From an optimization exercise on the open Yosys and OpenROAD flow, aimed at small area, a short achievable clock period and few clock cycles; shortcuts taken in it are not production practice.
The RTL was checked by simulation tests, not by an equivalence proof against the original design.
Power is estimated from default activity; no workload was simulated.

==> design.v <==
module btmp3_rx_parser (
    input  wire       clk,
    input  wire       rst,         
    input  wire       in_valid,
    output wire       in_ready,
    input  wire [7:0] in_data,
    output wire       out_valid,
    output wire [7:0] out_data,
    output wire       out_last
);
    localparam [7:0] HEAD_BYTE = 8'hCC;
    localparam [7:0] TAIL_BYTE = 8'hB9;
    localparam [7:0] CR_BYTE   = 8'h0D;
    localparam [7:0] LF_BYTE   = 8'h0A;
    localparam [2:0] S_HEAD = 3'd0,
                     S_LEN  = 3'd1,
                     S_PAY  = 3'd2,
                     S_TAIL = 3'd3,
                     S_CKS  = 3'd4,
                     S_CR   = 3'd5,
                     S_LF   = 3'd6,
                     S_EMIT = 3'd7;
    reg [2:0] state;
    reg [7:0] len;         
    reg [7:0] cnt;         
    reg [7:0] acc;         
    reg [8:0] emit_idx;    
    reg [7:0] payload [0:254];
    wire [7:0] acc_next = {acc[0], acc[7:1]} + in_data;
    assign in_ready = (state != S_EMIT);
    wire take = in_valid && in_ready;
    always @(posedge clk) begin
        if (take && state == S_PAY)
            payload[cnt] <= in_data;
    end
    always @(posedge clk) begin
        if (rst) begin
            state    <= S_HEAD;
            len      <= 8'd0;
            cnt      <= 8'd0;
            acc      <= 8'd0;
            emit_idx <= 9'd0;
        end else if (state == S_EMIT) begin
            if (emit_idx == {1'b0, len})
                state <= S_HEAD;
            emit_idx <= emit_idx + 9'd1;
        end else if (take) begin
            case (state)
                S_HEAD: if (in_data == HEAD_BYTE) state <= S_LEN;
                S_LEN: begin
                    len   <= in_data;
                    cnt   <= 8'd0;
                    acc   <= 8'd0;
                    state <= (in_data == 8'd0) ? S_TAIL : S_PAY;
                end
                S_PAY: begin
                    acc <= acc_next;
                    cnt <= cnt + 8'd1;
                    if (cnt + 8'd1 == len) state <= S_TAIL;
                end
                S_TAIL: state <= (in_data == TAIL_BYTE) ? S_CKS : S_HEAD;
                S_CKS:  state <= (in_data == acc)       ? S_CR  : S_HEAD;
                S_CR:   state <= (in_data == CR_BYTE)   ? S_LF  : S_HEAD;
                S_LF: begin
                    emit_idx <= 9'd0;
                    state    <= (in_data == LF_BYTE) ? S_EMIT : S_HEAD;
                end
                default: state <= S_HEAD;
            endcase
        end
    end
    assign out_valid = (state == S_EMIT);
    assign out_data  = (emit_idx == 9'd0) ? len : payload[emit_idx[7:0] - 8'd1];
    assign out_last  = (emit_idx == {1'b0, len});
endmodule
==> run.sh <==
#!/bin/bash
# synth_recipe.tcl (not shown) runs the flow's synth.tcl, then flattens the netlist and writes it again
# the make line also repeats each setting of config.mk as NAME=value (left out here)
make -C /OpenROAD-flow-scripts/flow DESIGN_CONFIG=/design/flow/config.mk WORK_HOME=/design/flow/orfs CLKGATE_MAP_FILE= SYNTH_SCRIPT=/design/flow/synth_recipe.tcl finish
==> config.mk <==
export PLATFORM = sky130hd
export DESIGN_NAME = btmp3_rx_parser
export DESIGN_NICKNAME = btmp3_rx_parser
export VERILOG_FILES = /design/flow/design.v
export SDC_FILE = /design/flow/constraint.sdc
export NUM_CORES = 4
export LEC_CHECK = 0
export CAP_MARGIN = 20
export CORE_MARGIN = 2
export CORE_UTILIZATION = 40
export SLEW_MARGIN = 20
==> constraint.sdc <==
create_clock -name core_clock -period 10.0 [get_ports {clk}]
set_input_delay 2.0000 -clock core_clock [delete_from_list [all_inputs] [get_ports {clk}]]
set_output_delay 2.0000 -clock core_clock [all_outputs]
set_load 0.01 [all_outputs]
==> metrics.yaml <==
run_status:
  status: "finished clean"
floorplan:
  start_util: 0.4030
  die_w_um: 455.5
  pin_count: 22
  die_h_um: 455.5
  core_area_sq_mm: 0.2023
  row_count: 165
  dieArea_sq_mm: 0.2075
worst_setup_path:
  reg2reg_depth: 5
  cp_slowest_cell: "dfxtp_4"
  end_kind: "output port"
  max_stage_delay_ps: 750
  cp_max_fo: 102
  cp.required_ps: 8000
  cp_num_buf_inv: 3
  arrival_ps: 6360
  crit_family: "buffers and inverters"
  reg2reg_to: "payload[68][0]$_DFFE_PP_"
  path_class: "reg2out"
  critical_path.cell_chain: "buf_12 > buf_12 > mux4_2 > mux4_2 > mux2i_1 > mux2i_1 > a22oi_1 > nand4_1 > clkdlybuf4s50_1"
  rrSetupSlack_ps: 6140
  start_kind: "register"
  reg2reg_from: "state[1]$_SDFFE_PP0P_"
clocking:
  clock_sinks: 2076
  cts_root_buffer: "clkbuf_16"
  clock_path_buffers: 3
  insertion_delay_ps: 850
  cts_buffers: 205
  cts_tree: "done"
  postCtsSetupBuffers: 0
  htreeDepth: 4
  cts-resized-gates: 0
  clk_pin_slew_ps: 60
  postCtsHoldBufs: 0
routing:
  route.detailed.drc: 0
  wl_per_cell_um: 29.99
  drt-total-wl_mm: 198.8
  first_iter_violations: 4712
  vias: 38120
  post_drt_via_cell_ratio: 5.751
  final_antenna_net_count: 0
  dr.pass1.iters: 5
logic_synthesis:
  ys_warn_count: 1
  ys_types: 61
  synth_nets: 3744
  netlist_instances: 3718
  synth_area_per_cell_sq_um: 21.93
  synth_seq_area_share: 0.7601
  syn-cell-area_sq_mm: 0.08154
  synth_edf_count: 2040
  async_reset_ff_frac: 0
  synth_flop_cell: "edfxtp_1"
  ys_ff_latch: 2076
sta:
  tightest_slew_ps: 1159
  setup_tns_ps: 0
  hold_viol: 0
  grt_setup_unrepaired: "false"
  finalCritPeriodShare: 0.8361
  setup_violations: 0
  skew_ps: 57.96
  fin_crit_ps: 8361
  drv_slew: 0
  fmax_ghz: 0.1196
  relSlewSlack: 0.2245
pwr:
  total_power_w: 0.01732
  peakVddDrop_uv: 156.6
  p_leak_nw: 27.14
  powerDensity_mw_per_mm2: 189.3
placement:
  numPortBuffers: 21
  gp_congestion: 0.7975
  hpwl_mm: 114.1
  dp_cells: 6256
worst_hold_path:
  whs_path_depth: 1
  hold_path_end: "emit_idx[8]$_SDFFE_PP0P_"
  hold_class: "reg2reg"
  worstHoldStart: "emit_idx[8]$_SDFFE_PP0P_"
finish:
  fin_util: 0.4523
  drive_above_1_share: 0.2594
  syn_to_final_growth_pct: 12.23
  layout.cells.most_common: "edfxtp_1"
  final_cell_mix: "2040 x edfxtp_1, 622 x mux4_2, 302 x nor2_1, 205 x clkbuf_16, 88 x nand2_1"
  final_net_count: 3819
  fin_cells: 6629
grt:
  grt_use_total: 0.1902
  overflow: 0
  grt_start_max_net_pins: 190
  first_global_vias: 38160
  grt_pass1_wl_mm: 285.4
  antenna_found_initial: 6
job:
  cap_violations: 0
==> Yosys cell counts (2+ instances only) <==
cell type  number  area (sq um)
o211ai_1        4         30.03
nand2_1        93         349.1
and3_1          5         31.28
mux4_2        622         14010
buf_2          80         400.4
a22o_1          2         17.52
a211oi_1       23         172.7
a21oi_1        33         165.2
ha_1           14         175.2
nand4_1        11         68.82
a31oi_1         6         37.54
nor2b_1        13         81.33
a221o_1         2         20.02
nor2_1        312          1171
buf_6          13         146.4
or3_1           6         37.54
a21o_1          2         15.01
or4_1           5         37.54
nand3_1        56         280.3
clkbuf_1      104         390.4
o21ai_0        13         65.06
a41o_1          4         40.04
inv_1          11         41.29
a211o_1         8         70.07
o21bai_1        3         22.52
xnor2_1        18         157.7
mux2i_1        72         720.7
nand3b_1        4         30.03
nor3_1          9         45.04
edfxtp_1     2040         61260
a22oi_1        17         127.6
buf_4          14         105.1
a311oi_1        4         35.03
and2_1          4         25.02
nor4_1          5         31.28
dfxtp_1        36         720.7
xor2_1         15         131.4
nor3_2          2         20.02
o21a_1          2         15.01
buf_1           9         33.78
o31ai_1         2         15.01
==> cells by family after synthesis <==
| kind of cell | share of synthesized area |
|---|---|
| buf+inv | 0.01375 |
| flops | 0.7601 |
| simple gates | 0.02804 |
| compound gates | 0.01112 |
| mux | 0.1806 |
| fa+ha+maj | 0.002394 |
| xor+xnor | 0.003944 |
==> state kept, by name (all words and copies together), names as in the netlist <==
register / flops
payload: 2040
emit_idx: 9
acc: 8
cnt: 8
len: 8
state: 3
==> power breakdown <==
group | total [W] | switching, W | internal, W
clock | 0.00759 | 0.00333 | 0.00426
sequential | 0.00955 | 0.00000202 | 0.00955
combinational | 0.000179 | 0.000161 | 0.0000181
total | 0.0173 | 0.00349 | 0.0138
==> metal layers <==
layer	vias to the layer above	routed length (um)	track usage
li1	15750	-	-
met1	20590	84450	0.2756
met2	1531	94340	0.2943
met3	249	15110	0.03686
met4	0	4937	0.05482
met5	-	0	0
==> worst max-delay path by stage <==
stage	startpoint	endpoint	slack, ps	cells after the start
3_5_place_dp	emit_idx[0]$_SDFFE_PP0P_	out_data[5]	2370	9
6_report	emit_idx[0]$_SDFFE_PP0P_	out_data[5]	1640	9
5_1_grt	emit_idx[0]$_SDFFE_PP0P_	out_data[5]	1390	9
2_1_floorplan	emit_idx[0]$_SDFFE_PP0P_	out_data[5]	4160	17
3_3_place_gp	emit_idx[0]$_SDFFE_PP0P_	out_data[5]	2340	9
4_1_cts	emit_idx[0]$_SDFFE_PP0P_	out_data[5]	1450	9
==> layout make-up <==
| cell class | instances | area (sq um) |
|---|---|---|
| Sequential cell | 2076 | 61980 |
| Clock inverter | 124 | 1289 |
| Fill cell | 16780 | 110800 |
| Timing Repair Buffer | 88 | 948.4 |
| Inverter | 12 | 45.04 |
| Tap cell | 2672 | 3343 |
| Multi-Input combinational cell | 1410 | 18600 |
| Clock buffer | 245 | 5300 |
| Antenna cell | 2 | 5.005 |
==> through the flow <==
| step | area [sq um] | worst slack (ps) | hold slack (ps) |
|---|---|---|---|
| floorplan | 81540 | 4156 | 462.8 |
| global placement | 84860 | 2345 | 504.0 |
| detailed placement | 84880 | 2369 | 514.8 |
| CTS | 91470 | 1452 | 524.1 |
| global route | 91510 | 1390 | 562.4 |
| finish | 91510 | 1639 | 525.0 |
Testbench counts, summed over its fixed seeds: cycles 54,407.

-- port drivers added, routing unchanged --
The flow's constraints put no driver on any port. The routed layout listed below was extracted and timed again, unchanged, in two steps. Step 1, drivers: a clkbuf_16 drives clk and a buf_2 each remaining input, both assumed. Step 2 also shifts input and output timing later by t, the mid clock arrival at the registers, as if the neighbouring blocks saw the same clock. a / b / c = no drivers / after step 1 / after step 2; a / b = the first two.
t, ns: 0.919
setup slack, ns: 1.639 / 1.549 / 2.468
worst hold slack (ns): 0.525 / 0.525 / 0.525
clock arrival spread, ns: 0.076 / 0.076
pins driven straight from the clock port: 1
After both steps setup and hold are still met in this run. The setup slack of this run moves by -0.090 ns with the drivers and by +0.829 ns with both steps.
